Source: an optimization exercise on an open RTL-to-GDS flow (aim: small area). Production flows keep margins and buffers that such runs may drop. Only simulation tests tie the RTL to the original design; equivalence was not proved. No activity file was given, so power comes from the tool's default toggle rates.

## main
==> flow/design.v <==
module ota_core (
    input  wire        clk,
    input  wire        rst,
    input  wire        cmd_valid,
    output wire        cmd_ready,
    input  wire [2:0]  cmd_op,
    input  wire [31:0] cmd_arg,
    input  wire        in_valid,
    output wire        in_ready,
    input  wire [7:0]  in_data,
    output wire        rsp_valid,
    output wire [31:0] rsp_data,
    output wire        out_valid,
    output wire [7:0]  out_data,
    output wire        dict_we,
    output wire [10:0] dict_waddr,
    output wire [7:0]  dict_wdata,
    output wire [10:0] dict_raddr,
    input  wire [7:0]  dict_rdata
);
    localparam [31:0] MAGIC_DEFAULT = 32'h45535033;
    localparam [2:0] OP_CFG_MAGIC = 3'd1;
    localparam [2:0] OP_START     = 3'd2;
    localparam [2:0] OP_POLL      = 3'd3;
    localparam [2:0] OP_PROGRESS  = 3'd4;
    localparam [2:0] OP_VERIFY    = 3'd5;
    localparam [2:0] OP_RELEASE   = 3'd6;
    localparam [2:0] ST_IDLE   = 3'd0;
    localparam [2:0] ST_HEADER = 3'd1;
    localparam [2:0] ST_FILE   = 3'd2;
    localparam [2:0] ST_DONE   = 3'd3;    
    localparam [2:0] ST_MAGIC  = 3'd4;
    localparam [2:0] ST_ELEN   = 3'd5;    
    localparam [2:0] ST_EDL    = 3'd6;    
    localparam [2:0] SQ_RINIT = 3'd0;     
    localparam [2:0] SQ_CMD   = 3'd1;     
    localparam [2:0] SQ_EXEC  = 3'd2;     
    localparam [2:0] SQ_VCMP  = 3'd3;     
    localparam [2:0] SQ_INIT  = 3'd4;     
    localparam [2:0] SQ_POLL  = 3'd5;     
    localparam [2:0] SQ_PEND  = 3'd6;     
    localparam [2:0] SQ_RSP   = 3'd7;     
    localparam [2:0] R_ZERO = 3'd0;
    localparam [2:0] R_ONE  = 3'd1;
    localparam [2:0] R_CFG  = 3'd2;       
    localparam [2:0] R_M8   = 3'd3;
    localparam [2:0] R_M9   = 3'd4;
    localparam [2:0] R_M10  = 3'd5;
    localparam [2:0] R_M11  = 3'd6;
    localparam [2:0] R_WR   = 3'd7;
    localparam [1:0] T_FLAG = 2'd0;
    localparam [1:0] T_COL  = 2'd1;
    localparam [1:0] T_CPW  = 2'd2;
    localparam [1:0] T_CPY  = 2'd3;
    reg [4:0]  ph;
    reg [2:0]  sq;
    reg [2:0]  st;
    reg [2:0]  rk;
    reg [31:0] L, D, M, H, C, W;
    reg        db;           
    reg        wc;           
    reg        zacc;         
    reg        bq;           
    reg        neg;          
    reg [1:0]  c2;           
    reg        wrapf;        
    reg        len_bad;
    reg        mag_bad;
    reg [10:0] wcur;
    reg [14:0] tok;
    reg        tt;           
    reg [1:0]  ts;
    reg        stp;          
    reg [2:0]  pj;
    reg        lemit;        
    wire ph0  = (ph == 5'd0);
    wire ph31 = (ph == 5'd31);
    wire active = (st == ST_HEADER) || (st == ST_FILE) || (st == ST_DONE);
    assign cmd_ready = (sq == SQ_CMD || sq == SQ_RSP) && ph31;
    assign rsp_valid = (sq == SQ_RSP) && ph0;
    wire   cmd_fire  = cmd_valid && cmd_ready;
    wire bact = (sq == SQ_POLL) && in_valid && (ph0 || bq);
    assign in_ready = bact && ph31;
    wire bit_l = in_data[ph[2:0]];               
    wire hd   = bact && (st == ST_HEADER);
    wire fd   = bact && (st == ST_FILE);
    wire [4:0] hv  = {tt, tok[3:0]};             
    wire [4:0] hv_n = hv - 5'd1;
    wire win  = (ph[4:3] == ~hv[1:0]);
    wire h_len = hv[4];                          
    wire h_crc = (hv[4:2] == 3'b011);            
    wire h_mag = (hv[4:2] == 3'b010);            
    wire h_cov = !hv[4] && !(hv[3] && hv[2]);    
    wire h_end = (hv == 5'd0);                   
    wire init    = (sq == SQ_INIT);
    wire cpy     = (ts == T_CPY);
    wire emit    = lemit || cpy;
    wire init_hi = (wcur[10:4] == 7'h7F) || (wcur[10:4] == 7'h7E && wcur[3:0] == 4'hF);
    assign dict_we    = init || emit;
    assign dict_waddr = wcur;
    assign dict_raddr = tok[14:4];
    assign dict_wdata = cpy  ? dict_rdata :
                        init ? {2'b00, ~init_hi, 5'b00000} : tok[7:0];
    assign out_valid  = emit;
    assign out_data   = dict_wdata;
    wire wcur_2030 = (wcur == 11'd2030);
    wire ws   = wcur[ph[3:0]];
    wire wk   = (ph == 5'd0) || (ph == 5'd4);
    wire wci  = ph0 ? 1'b0 : wc;
    wire wsum = ws ^ wk ^ wci;
    wire wlo_c = (ws & wk) | (ws & wci) | (wk & wci);
    reg rbit;
    always @* begin
        case (rk)
        R_ZERO: rbit = 1'b0;
        R_ONE:  rbit = ph0;
        R_CFG:  rbit = ph0;
        R_M8:   rbit = (ph >= 5'd3);
        R_M9:   rbit = (ph != 5'd3);
        R_M10:  rbit = (ph != 5'd0) && (ph != 5'd3);
        R_M11:  rbit = (ph != 5'd1) && (ph != 5'd3);
        default: rbit = (ph < 5'd11) ? wsum : W[0];
        endcase
    end
    function [2:0] st_res(input [2:0] s);
        case (s)
        ST_HEADER, ST_FILE: st_res = R_ZERO;
        ST_DONE:  st_res = R_ONE;
        ST_MAGIC: st_res = R_M9;
        ST_ELEN:  st_res = R_M8;
        default:  st_res = R_M11;
        endcase
    endfunction
    wire zin   = ph0 ? 1'b0 : zacc;
    wire l_dec = L[0] ^ ~zin;
    wire dk   = fd ? ph0 :
                h_end ? ((ph == 5'd2) || (ph == 5'd4)) :
                (ph == 5'd3);
    wire dbi  = ph0 ? 1'b0 : db;
    wire d_sub = D[0] ^ dk ^ dbi;
    wire dbo  = (~D[0] & (dk | dbi)) | (dk & dbi);
    wire dwr  = fd || (hd && h_end);
    wire wcarry = (ph == 5'd11) ? wrapf : wc;
    wire w_inc  = W[0] ^ wcarry;
    reg c_tap;
    always @* begin
        case (c2)
        2'd0: c_tap = C[0];
        2'd1: c_tap = C[8];
        2'd2: c_tap = C[16];
        default: c_tap = C[24];
        endcase
    end
    wire crc_rd = fd || (hd && h_cov);
    wire crc_en = crc_rd && (ph[4:3] == c2);
    wire crc_fb = C[0] ^ bit_l;
    wire crc_g  = crc_en & crc_fb;
    localparam [31:0] POLY = 32'hEDB88320;
    wire vmis = ~(c_tap ^ H[0]);                 
    wire       pbit  = in_data[~ph[2:0]];
    wire       parse = fd && (ts == T_FLAG || ts == T_COL) &&
                       ((ph[4:3] == 2'd0 && !stp) ||
                        (ph[4:3] == 2'd3 && stp && ph[2:0] > pj));
    wire [2:0] st_pend = (st != ST_FILE) ? st :
                         neg             ? ST_EDL :
                         !(zacc | D[0])  ? ST_DONE : ST_FILE;
    always @(posedge clk) begin
        L <= {L[0], L[31:1]};
        D <= {D[0], D[31:1]};
        M <= {M[0], M[31:1]};
        H <= {H[0], H[31:1]};
        W <= {W[0], W[31:1]};
        C <= {C[0], C[31:1]} ^ ({32{crc_g}} & {1'b0, POLY[30:0]}) ^ {crc_en & bit_l, 31'd0};
        if (rst) begin
            ph        <= 5'd0;
            sq        <= SQ_RINIT;
            st        <= ST_IDLE;
            ts        <= T_FLAG;
            lemit     <= 1'b0;
            wrapf     <= 1'b0;
            L[31]     <= 1'b0;
        end else begin
            ph        <= ph + 5'd1;
            lemit     <= 1'b0;
            case (sq)
            SQ_RINIT, SQ_CMD, SQ_RSP: L[31] <= 1'b0;
            SQ_POLL:          L[31] <= bact ? l_dec : L[0];
            SQ_EXEC:          L[31] <= rbit;
            default: ;
            endcase
            if (cmd_fire)
                L <= {1'b0, L[31:1]} | cmd_arg;    
            if (sq == SQ_RINIT)
                M[31] <= MAGIC_DEFAULT[ph];
            else if (sq == SQ_EXEC && rk == R_CFG)
                M[31] <= L[0];
            if (init)
                D[31] <= L[0];
            else if (dwr)
                D[31] <= d_sub;
            db <= dbo;
            if (init)
                W[31] <= 1'b0;
            else if (ph >= 5'd11)
                W[31] <= w_inc;
            if (ph < 5'd11)
                wc <= wlo_c;
            else
                wc <= wcarry & W[0];
            if (init)
                C[31] <= 1'b1;
            if (hd && h_crc && win)
                H[31] <= bit_l;
            case (sq)
            SQ_POLL: zacc <= zin | L[0];
            SQ_PEND: zacc <= zin | D[0];
            default: zacc <= zin | vmis;
            endcase
            if (hd && h_len) begin
                if (win && (d_sub != bit_l))
                    len_bad <= 1'b1;
                if (ph31 && hv[1:0] == 2'd0 && dbo)
                    len_bad <= 1'b1;
            end
            if (hd && h_mag && win && (M[0] != bit_l))
                mag_bad <= 1'b1;
            if (crc_rd && ph31)
                c2 <= c2 + 2'd1;
            if (ph == 5'd11)
                wrapf <= emit && wcur_2030;
            else if (emit && wcur_2030)
                wrapf <= 1'b1;
            if (dict_we)
                wcur <= wcur + 11'd1;
            if (ph31)
                stp <= 1'b0;
            case (ts)
            T_FLAG: if (parse) begin
                tt  <= pbit;
                tok <= 15'd1;
                ts  <= T_COL;
            end
            T_COL: if (parse) begin
                tok <= {tok[13:0], pbit};
                if (tt ? tok[7] : tok[14]) begin
                    if (tt) begin
                        lemit <= 1'b1;
                        ts    <= T_FLAG;
                    end else begin
                        ts    <= T_CPW;
                        stp   <= 1'b1;
                        pj    <= ph[2:0];
                    end
                end
            end
            T_CPW: begin
                tok[14:4] <= tok[14:4] + 11'd1;
                ts <= T_CPY;
            end
            default: begin
                tok[14:4] <= tok[14:4] + 11'd1;
                {tt, tok[3:0]} <= hv_n;
                if (hv == 5'b11111)
                    ts <= T_FLAG;
            end
            endcase
            if (hd && ph31)
                {tt, tok[3:0]} <= hv_n;
            if (sq == SQ_POLL && ph0)
                bq <= in_valid;
            case (sq)
            SQ_RINIT: if (ph31) sq <= SQ_CMD;
            SQ_CMD, SQ_RSP: if (cmd_fire) begin
                sq <= SQ_EXEC;
                rk <= R_M11;
                case (cmd_op)
                OP_CFG_MAGIC: if (!active) rk <= R_CFG;
                OP_START: if (!active) begin
                    sq      <= SQ_INIT;
                    st      <= ST_HEADER;
                    wcur    <= 11'd2031;
                    ts      <= T_FLAG;
                    {tt, tok[3:0]} <= 5'd19;
                    len_bad <= 1'b0;
                    mag_bad <= 1'b0;
                    neg     <= 1'b0;
                    c2      <= 2'd0;
                    wrapf   <= 1'b0;
                end
                OP_POLL: sq <= SQ_POLL;
                OP_PROGRESS: rk <= active ? R_WR : st_res(st);
                OP_VERIFY: begin
                    if (st == ST_DONE)
                        sq <= SQ_VCMP;
                    else if (!active)
                        rk <= st_res(st);
                end
                OP_RELEASE: begin
                    rk <= R_ONE;
                    st <= ST_IDLE;
                end
                default: ;
                endcase
            end
            SQ_EXEC: if (ph31) sq <= SQ_RSP;
            SQ_VCMP: if (ph31) begin
                sq <= SQ_EXEC;
                rk <= (zacc | vmis) ? R_M10 : R_ONE;
            end
            SQ_INIT: if (ph31 && wcur_2030) sq <= SQ_RSP;
            SQ_POLL: if (ph31) begin
                if (hd && h_end) begin
                    neg <= dbo;
                    st  <= len_bad ? ST_ELEN : mag_bad ? ST_MAGIC : ST_FILE;
                end
                if (fd && dbo)
                    neg <= 1'b1;
                if (!(zacc | L[0]))
                    sq <= SQ_PEND;
            end
            SQ_PEND: if (ph31) begin
                sq <= SQ_EXEC;
                st <= st_pend;
                rk <= st_res(st_pend);
            end
            default: if (ph31) sq <= SQ_CMD;    
            endcase
        end
    end
    assign rsp_data = L;
endmodule
Settings: LEC_CHECK=0, CAP_MARGIN=20, CORE_MARGIN=2, CORE_UTILIZATION=65, SLEW_MARGIN=20; clock period 10.0 ns.
standard.sh (not shown) runs the stock make flow with config.mk's settings and CLKGATE_MAP_FILE= SYNTH_SCRIPT=/design/flow/synth_recipe.tcl, a recipe that flattens the netlist after the stock synthesis.
==> flow/flow/run.sh <==
#!/bin/bash
# Standard ORFS layout, with the port buffers made from the smallest buffer
# cell and a clock tree without dummy loads.
set -euo pipefail
export BUFFER_PORTS_ARGS="-buffer_cell sky130_fd_sc_hd__buf_1"
export CTS_ARGS="-sink_clustering_enable -repair_clock_nets -dont_use_dummy_load -sink_clustering_size 10 -sink_clustering_max_diameter 45 -buf_list sky130_fd_sc_hd__clkbuf_4"
bash standard.sh > standard.log 2>&1
Modified inputs, the feature branch compared to main
--- a/flow/design.v
+++ b/flow/design.v
@@ -70,8 +70,7 @@
     reg [14:0] tok;
     reg        tt;           
     reg [1:0]  ts;
-    reg        stp;          
-    reg [2:0]  pj;
+    reg [3:0]  bcnt;         
     reg        lemit;        
     wire ph0  = (ph == 5'd0);
     wire ph31 = (ph == 5'd31);
@@ -157,10 +156,8 @@
     wire crc_g  = crc_en & crc_fb;
     localparam [31:0] POLY = 32'hEDB88320;
     wire vmis = ~(c_tap ^ H[0]);                 
-    wire       pbit  = in_data[~ph[2:0]];
-    wire       parse = fd && (ts == T_FLAG || ts == T_COL) &&
-                       ((ph[4:3] == 2'd0 && !stp) ||
-                        (ph[4:3] == 2'd3 && stp && ph[2:0] > pj));
+    wire       pbit  = in_data[~bcnt[2:0]];     
+    wire       parse = fd && !bcnt[3] && (ts == T_FLAG || ts == T_COL);
     wire [2:0] st_pend = (st != ST_FILE) ? st :
                          neg             ? ST_EDL :
                          !(zacc | D[0])  ? ST_DONE : ST_FILE;
@@ -233,7 +230,9 @@
             if (dict_we)
                 wcur <= wcur + 11'd1;
             if (ph31)
-                stp <= 1'b0;
+                bcnt <= 4'd0;
+            else if (parse)
+                bcnt <= bcnt + 4'd1;
             case (ts)
             T_FLAG: if (parse) begin
                 tt  <= pbit;
@@ -248,8 +247,6 @@
                         ts    <= T_FLAG;
                     end else begin
                         ts    <= T_CPW;
-                        stp   <= 1'b1;
-                        pj    <= ph[2:0];
                     end
                 end
             end
### Flow results
Between the feature branch and main, the total wire length after detailed routing figures differ only marginally.
Compared with main, synthesized cell count in the feature branch decreased by a few percent.
Compared the feature branch against main; post-synthesis instance area within noise.
Across both runs, clock-buffer cell count was lower for the feature branch than for main.
Diff main..the feature branch | quantity of I/O buffers inserted on ports | unchanged
On post-synthesis compound-gate area fraction, the lower figure sits with main, not the feature branch.
Taking main as the reference, in the feature branch switching power total fell by 140 uW; worst path arrival time picked up an extra 0.23 ns; wire length of the first global-routing pass fell about 1.7%.
The feature branch: share of the cycle needed by the critical path after routing higher than main

-- static timing again, ports no longer ideal --
No port has a modelled driver above. Below, the same layouts with a new extraction and two added sets of constraints. Step 1 sets driving cells, clkbuf_16 on the clock port and buf_2 on the other inputs (assumed; they add their load-dependent delay and slew). Step 2, shift: input delay + t, output delay - t, t = (earliest + latest rising clock arrival at the registers) / 2. This alone moves slack from input paths to output paths. a / b / c = no drivers / after step 1 / after step 2; a / b = the first two.
| run | t (ns) | slack for setup (ns) | hold WS [ns] | cell pins on the clock port's net |
|---|---|---|---|---|
| main | 0.603 | 5.119 / 5.063 / 5.063 | 0.317 / 0.317 / 0.317 | 1 |
| the feature branch | 0.652 | 4.889 / 4.842 / 4.842 | 0.305 / 0.305 / 0.305 | 1 |
After both steps setup and hold are still met in every run listed. The setup slack of main, which loses most, moves by -0.056 ns with the drivers and by -0.056 ns with both steps.
